Source: an optimization exercise on an open RTL-to-GDS flow (aim: small area, a short achievable clock period and few clock cycles). Production flows keep margins and buffers that such runs may drop.
Only simulation tests tie the RTL to the original design; equivalence was not proved.

==> design/flow/design.v <==
module l2d_stack_alu (
    input  wire        clk,
    input  wire        rst,           
    input  wire        in_valid,
    output wire        in_ready,
    input  wire [3:0]  in_arg,        
    input  wire [12:0] in_sp,         
    input  wire [31:0] in_a,          
    input  wire [31:0] in_b,          
    output reg         out_valid,
    input  wire        out_ready,
    output reg  [2:0]  out_fault,     
    output reg  [12:0] out_sp,        
    output reg  [1:0]  out_wr,        
    output reg  [31:0] out_top,       
    output reg  [31:0] out_next       
);
    localparam [3:0] OP_SUB  = 4'd0,  OP_ADD = 4'd1, OP_MUL  = 4'd2, OP_DIV = 4'd3,
                     OP_MOD  = 4'd4,  OP_AND = 4'd5, OP_OR   = 4'd6, OP_NOT = 4'd7,
                     OP_POP  = 4'd8,  OP_SWAP = 4'd9, OP_DUP = 4'd10;
    localparam [2:0] F_NONE = 3'd0, F_BADINPUT = 3'd2, F_UNDERFLOW = 3'd5,
                     F_DIVZERO = 3'd6, F_OOB = 3'd7;
    localparam [12:0] STACK_CAP = 13'd4096;
    reg        div_busy;
    reg [4:0]  div_count;
    reg [31:0] div_rem;       
    reg [31:0] div_quo;       
    reg [31:0] div_den;       
    reg        div_q_neg;     
    reg        div_r_neg;     
    reg        div_is_mod;
    reg [12:0] div_sp;
    wire accept = in_valid && in_ready;
    assign in_ready = !div_busy && (!out_valid || out_ready);
    wire sp_ge1 = (in_sp != 13'd0);
    wire sp_ge2 = (in_sp >= 13'd2);
    wire a_zero = (in_a == 32'd0);
    reg  [2:0]  d_fault;
    reg  [12:0] d_sp;
    reg  [1:0]  d_wr;
    reg  [31:0] d_top;
    reg  [31:0] d_next;
    reg         d_start_div;
    wire [31:0] mul_res = in_b * in_a;
    always @(*) begin
        d_fault     = F_NONE;
        d_sp        = in_sp;
        d_wr        = 2'b00;
        d_top       = 32'd0;
        d_next      = 32'd0;
        d_start_div = 1'b0;
        case (in_arg)
            OP_SUB, OP_ADD, OP_MUL, OP_AND, OP_OR: begin
                if (!sp_ge2) begin
                    d_fault = F_UNDERFLOW;
                end else begin
                    d_sp = in_sp - 13'd1;
                    d_wr = 2'b01;
                    case (in_arg)
                        OP_SUB:  d_top = in_b - in_a;
                        OP_ADD:  d_top = in_b + in_a;
                        OP_MUL:  d_top = mul_res;
                        OP_AND:  d_top = in_b & in_a;
                        default: d_top = in_b | in_a;
                    endcase
                end
            end
            OP_DIV, OP_MOD: begin
                if (!sp_ge1)
                    d_fault = F_UNDERFLOW;
                else if (a_zero)
                    d_fault = F_DIVZERO;
                else if (!sp_ge2)
                    d_fault = F_UNDERFLOW;
                else
                    d_start_div = 1'b1;
            end
            OP_NOT: begin
                if (!sp_ge1) begin
                    d_fault = F_UNDERFLOW;
                end else begin
                    d_wr  = 2'b01;
                    d_top = ~in_a;
                end
            end
            OP_POP: begin
                if (!sp_ge1)
                    d_fault = F_UNDERFLOW;
                else
                    d_sp = in_sp - 13'd1;
            end
            OP_SWAP: begin
                if (!sp_ge2) begin
                    d_fault = F_UNDERFLOW;
                end else begin
                    d_wr   = 2'b11;
                    d_top  = in_b;
                    d_next = in_a;
                end
            end
            OP_DUP: begin
                if (!sp_ge1) begin
                    d_fault = F_UNDERFLOW;
                end else if (in_sp == STACK_CAP) begin
                    d_fault = F_OOB;
                end else begin
                    d_sp  = in_sp + 13'd1;
                    d_wr  = 2'b01;
                    d_top = in_a;
                end
            end
            default: d_fault = F_BADINPUT;    
        endcase
    end
    wire [32:0] div_trial = {div_rem, div_quo[31]} - {1'b0, div_den};
    wire        div_fits  = !div_trial[32];
    wire [31:0] div_rem_n = div_fits ? div_trial[31:0] : {div_rem[30:0], div_quo[31]};
    wire [31:0] div_quo_n = {div_quo[30:0], div_fits};
    wire        div_last  = (div_count == 5'd31);
    wire        div_step  = div_busy && (!div_last || !out_valid || out_ready);
    wire [31:0] div_q_final = div_q_neg ? (32'd0 - div_quo_n) : div_quo_n;
    wire [31:0] div_r_final = div_r_neg ? (32'd0 - div_rem_n) : div_rem_n;
    always @(posedge clk) begin
        if (rst) begin
            div_busy  <= 1'b0;
            div_count <= 5'd0;
        end else if (accept && d_start_div) begin
            div_busy   <= 1'b1;
            div_count  <= 5'd0;
            div_rem    <= 32'd0;
            div_quo    <= in_b[31] ? (32'd0 - in_b) : in_b;
            div_den    <= in_a[31] ? (32'd0 - in_a) : in_a;
            div_q_neg  <= in_b[31] ^ in_a[31];
            div_r_neg  <= in_b[31];
            div_is_mod <= (in_arg == OP_MOD);
            div_sp     <= in_sp - 13'd1;
        end else if (div_step) begin
            div_rem   <= div_rem_n;
            div_quo   <= div_quo_n;
            div_count <= div_count + 5'd1;
            if (div_last)
                div_busy <= 1'b0;
        end
    end
    always @(posedge clk) begin
        if (rst) begin
            out_valid <= 1'b0;
        end else if (div_step && div_last) begin
            out_valid <= 1'b1;
            out_fault <= F_NONE;
            out_sp    <= div_sp;
            out_wr    <= 2'b01;
            out_top   <= div_is_mod ? div_r_final : div_q_final;
            out_next  <= 32'd0;
        end else if (accept && !d_start_div) begin
            out_valid <= 1'b1;
            out_fault <= d_fault;
            out_sp    <= d_sp;
            out_wr    <= d_wr;
            out_top   <= d_top;
            out_next  <= d_next;
        end else if (out_ready) begin
            out_valid <= 1'b0;
        end
    end
endmodule
==> design/flow/run.sh <==
#!/bin/bash
# synth_recipe.tcl (not shown) runs the flow's synth.tcl, then flattens the netlist and writes it again
# the make line also repeats each setting of config.mk as NAME=value (left out here)
make -C /OpenROAD-flow-scripts/flow DESIGN_CONFIG=/design/flow/config.mk WORK_HOME=/design/flow/orfs CLKGATE_MAP_FILE= SYNTH_SCRIPT=/design/flow/synth_recipe.tcl finish
==> design/flow/config.mk <==
export PLATFORM = sky130hd
export DESIGN_NAME = l2d_stack_alu
export DESIGN_NICKNAME = l2d_stack_alu
export VERILOG_FILES = /design/flow/design.v
export SDC_FILE = /design/flow/constraint.sdc
export NUM_CORES = 4
export LEC_CHECK = 0
export CAP_MARGIN = 20
export CORE_MARGIN = 2
export CORE_UTILIZATION = 40
export SLEW_MARGIN = 20
==> design/flow/constraint.sdc <==
create_clock -name core_clock -period 10.0 [get_ports {clk}]
set_input_delay 2.0000 -clock core_clock [delete_from_list [all_inputs] [get_ports {clk}]]
set_output_delay 2.0000 -clock core_clock [all_outputs]
set_load 0.01 [all_outputs]
==> flow_summary.rst <==
.. list-table::
   :header-rows: 1

   * - Metric
     - Value
   * - Outcome
     - no timing/DRC/antenna violations
   * - Synth Cell Area
     - 0.03303 mm²
   * - Critical-path cell with the highest stage delay
     - sky130_fd_sc_hd__clkdlybuf4s50_1
   * - Post-Place Setup Slack
     - -267.7 ps
   * - Vias post-DR
     - 27672
   * - Area inside the core boundary
     - 0.08198 mm²
   * - Relative max-transition margin
     - 25.92%
   * - Sequential-to-total area share from yosys stat
     - 18.06%
   * - CP dominant cell by count
     - sky130_fd_sc_hd__fa_1
   * - Number of antenna violations at the first check in global routing
     - 6
   * - Overall fraction of global-route tracks in use
     - 26.49%
   * - Number of post-CTS setup repair buffers
     - 0
   * - Syn nets
     - 4461
   * - Die extent in y
     - 291.4 µm
   * - Largest net degree at the start of global routing
     - 66
   * - Row count
     - 105
   * - Clock skew
     - 24.98 ps
   * - Post-DR wirelength/cell
     - 22.46 µm
   * - Synth Instances
     - 3768
   * - Stage delay of the slowest cell on the critical path
     - 660 ps
   * - Detail-routed via count per cell
     - 5.540
   * - Global-route wire length before repair
     - 172700 µm
   * - Post-Syn Area per Cell
     - 8.766 µm²
   * - Floorplan die area
     - 0.08489 mm²
   * - Clock tree from TritonCTS
     - built
   * - Maximum fanout along the worst path
     - 9
   * - Count of input and output buffers
     - 168
   * - Most common cell after layout, fill and taps aside
     - sky130_fd_sc_hd__inv_1
   * - Worst setup SP type
     - input port
   * - Sink Count
     - 201
   * - Count of flip-flops with a built-in enable after synthesis
     - 194
   * - GP Congestion
     - 0.9461
   * - Worst Path Class, Setup
     - in2reg
   * - Number of distinct standard cells referenced by the synthesized netlist
     - 89
   * - Share of cells above drive strength 1
     - 7.372%
   * - Summed negative setup slack over all endpoints
     - 0 ps
   * - Clock Tree Buf Depth
     - 3
   * - Area delta synth->final
     - 13.47%
   * - Number of antenna-violating nets in the routed design
     - 0
   * - Post-synth ARST share
     - 0%
   * - Count of TritonRoute iterations in the first routing pass
     - 6
   * - FMAX
     - 102.3 MHz
   * - Post-route worst setup slack
     - 224.4 ps
   * - Effective utilization at floorplan
     - 40.29%
   * - Estimated wirelength of the detail-placed design
     - 90350 µm
   * - Number of global-route vias before repair
     - 28200
   * - Kind of end point of the critical path
     - flip-flop
   * - Data arrival, critical path
     - 10040 ps
   * - Setup repair after global routing missed its margin
     - false
   * - Slew at the pin closest to its max-slew limit
     - 1111 ps
   * - Clock period minus worst slack
     - 9776 ps
   * - CTS Root Cell
     - sky130_fd_sc_hd__clkbuf_16
   * - Portion of the clock cycle consumed by the worst path in the final layout
     - 97.76%
   * - Hold crit path type
     - reg2reg
   * - Final net count
     - 4597
   * - H-Tree Level Count
     - 1
   * - Count of final max-slew check failures
     - 0
   * - Boundary Pins
     - 169
   * - Clock buffer count from CTS
     - 22
   * - Worst skew pair latency
     - 540 ps
   * - Number of design rule violations left after detail routing
     - 0
   * - Number of DRC markers after the initial detailed-route iteration
     - 2236
   * - Count of state elements after synthesis
     - 201
   * - Final Hold Vio Count
     - 0
   * - Final routed wirelength across all metal layers
     - 112200 µm
   * - Req. time, crit path
     - 10260 ps
   * - Final Core Density
     - 45.72%
   * - Most frequent cells in the layout
     - sky130_fd_sc_hd__inv_1 (443), sky130_fd_sc_hd__nand2_1 (440), sky130_fd_sc_hd__fa_1 (410)
   * - Die X
     - 291.4 µm
   * - Count of synthesis-stage warnings from yosys
     - 1
   * - Final count of negative-setup-slack endpoints
     - 0
   * - Leftover overflow at the end of global routing
     - 0
   * - Post-synth top flop
     - sky130_fd_sc_hd__edfxtp_1
   * - Clock transition at the register clock pins on the worst setup and hold paths after CTS
     - 70 ps
   * - Maximum Capacitance Violations
     - 0
==> critical path, delay by kind of cell <==
kind	cells	cell delay, ps
adder cells (fa/ha/maj)	9	4420
XOR/XNOR	1	150
buffers and inverters	4	1120
AND/OR/NAND/NOR	5	960
AO/OA/AOI/OAI	6	1380
==> path summary, 6_finish.rpt <==
| path | end | cells past startpoint | from | slack (ps) |
|---|---|---|---|---|
| worst max register to register | out_top[24]$_DFFE_PP_ | 21 | div_quo[31]$_DFFE_PP_ | 3390 |
| worst max-delay path | out_top[31]$_DFFE_PP_ | 25 | in_b[14] | 220 |
| worst min register to register | div_busy$_SDFFE_PP0P_ | 2 | div_busy$_SDFFE_PP0P_ | 480 |
| worst min-delay path | div_busy$_SDFFE_PP0P_ | 2 | div_busy$_SDFFE_PP0P_ | 480 |
==> layout make-up <==
class / count / area, µm²
Antenna cell: 5 / 12.51
Clock buffer: 26 / 565.5
Inverter: 443 / 1663
Multi-Input combinational cell: 2874 / 24460
Clock inverter: 14 / 157.7
Tap cell: 1070 / 1339
Timing Repair Buffer: 362 / 3316
Sequential cell: 201 / 5966
Fill cell: 8044 / 44500
==> kinds of logic after synthesis <==
logic type,Yosys count,share of synthesized area [%]
AOI/OAI and AO/OA,669,13.23
xor gates and xnor gates,299,7.928
adders and majority gates,608,32.35
buffers and inverters,693,8.065
DFF,201,18.06
muxes,40,1.246
and+or+nand+nor,1258,19.12
==> per-stage QoR <==
stage | hold WS [ps] | instances | cell area, µm²
floorplan | 448.4 | 3768 | 33030
global placement | 469.8 | 4950 | 36740
detailed placement | 475.4 | 4950 | 36740
CTS | 485.5 | 4990 | 37470
global route | 533.9 | 4990 | 37470
finish | 481.2 | 4995 | 37480
==> layer usage <==
metal / share of wire (%) / GRT usage [%] / up-vias
li1: - / - / 12725
met1: 43 / 36.87 / 13667
met2: 46 / 42.98 / 1092
met3: 7.0 / 3.008 / 186
met4: 3.6 / 8.763 / 2
met5: 0.012 / 0 / -
==> cell usage after synthesis (9+ instances only) <==
cell / count / area (µm²)
sky130_fd_sc_hd__o21a_1: 20 / 150.1
sky130_fd_sc_hd__xnor2_1: 196 / 1717
sky130_fd_sc_hd__or4_1: 17 / 127.6
sky130_fd_sc_hd__a31oi_1: 32 / 200.2
sky130_fd_sc_hd__nor2_1: 189 / 709.4
sky130_fd_sc_hd__o21ai_0: 164 / 820.8
sky130_fd_sc_hd__or3_1: 34 / 212.7
sky130_fd_sc_hd__nor3_1: 61 / 305.3
sky130_fd_sc_hd__ha_1: 198 / 2477
sky130_fd_sc_hd__nand3_1: 30 / 150.1
sky130_fd_sc_hd__fa_1: 410 / 8208
sky130_fd_sc_hd__mux2i_1: 33 / 330.3
sky130_fd_sc_hd__o211ai_1: 22 / 165.2
sky130_fd_sc_hd__o22ai_1: 14 / 87.58
sky130_fd_sc_hd__o221ai_1: 18 / 157.7
sky130_fd_sc_hd__a21o_1: 43 / 322.8
sky130_fd_sc_hd__nand2_1: 440 / 1652
sky130_fd_sc_hd__nor2b_1: 13 / 81.33
sky130_fd_sc_hd__and2_1: 344 / 2152
sky130_fd_sc_hd__o31ai_1: 40 / 300.3
sky130_fd_sc_hd__a21oi_1: 155 / 775.7
sky130_fd_sc_hd__nand2b_1: 30 / 187.7
sky130_fd_sc_hd__nor4_1: 11 / 68.82
sky130_fd_sc_hd__o41ai_1: 12 / 105.1
sky130_fd_sc_hd__a211oi_1: 18 / 135.1
sky130_fd_sc_hd__clkbuf_1: 218 / 818.3
sky130_fd_sc_hd__xor2_1: 103 / 902.1
sky130_fd_sc_hd__buf_1: 14 / 52.55
sky130_fd_sc_hd__inv_1: 443 / 1663
sky130_fd_sc_hd__and3_1: 27 / 168.9
sky130_fd_sc_hd__a22oi_1: 12 / 90.09
sky130_fd_sc_hd__buf_2: 9 / 45.04
sky130_fd_sc_hd__a221oi_1: 26 / 227.7
sky130_fd_sc_hd__or2_2: 13 / 81.33
sky130_fd_sc_hd__edfxtp_1: 194 / 5826
==> registers in the layout (all words and copies together), names as in the netlist <==
| signal | count |
|---|---|
| div_busy | 1 |
| div_count | 5 |
| div_den | 32 |
| div_is_mod | 1 |
| div_q_neg | 1 |
| div_quo | 32 |
| div_r_neg | 1 |
| div_rem | 32 |
| div_sp | 13 |
| out_fault | 3 |
| out_next | 32 |
| out_sp | 13 |
| out_top | 32 |
| out_valid | 1 |
| out_wr | 2 |
==> timing repair <==
item,in CTS,in global routing
endpoints found under the setup margin,0,2
hold endpoints to repair,0,0
resized for setup,0,1
hold buffers,0,0
Testbench counts, summed over its fixed seeds: cycles 131,176.

-- port drivers added, routing unchanged --
The flow's constraints put no driver on any port. The routed layout listed below was extracted and timed again, unchanged, in two steps. Step 1 assumes that a clkbuf_16 drives the clock port and a buf_2 every other input. Step 2, shift: input delay + t, output delay - t, t = (earliest + latest rising clock arrival at the registers) / 2. This alone moves slack from input paths to output paths. Slacks: ideal ports / drivers / drivers and shift; pairs: ideal ports / drivers.
shift t [ns]: 0.591
setup WS [ns]: 0.224 / 0.171 / -0.419
slew at the worst register clock pin (ns): 0.08 / 0.08
With both steps, setup timing fails in this run, where it was met with ideal ports. For this run, drivers alone change the setup slack by -0.053 ns; drivers and shift together by -0.643 ns.
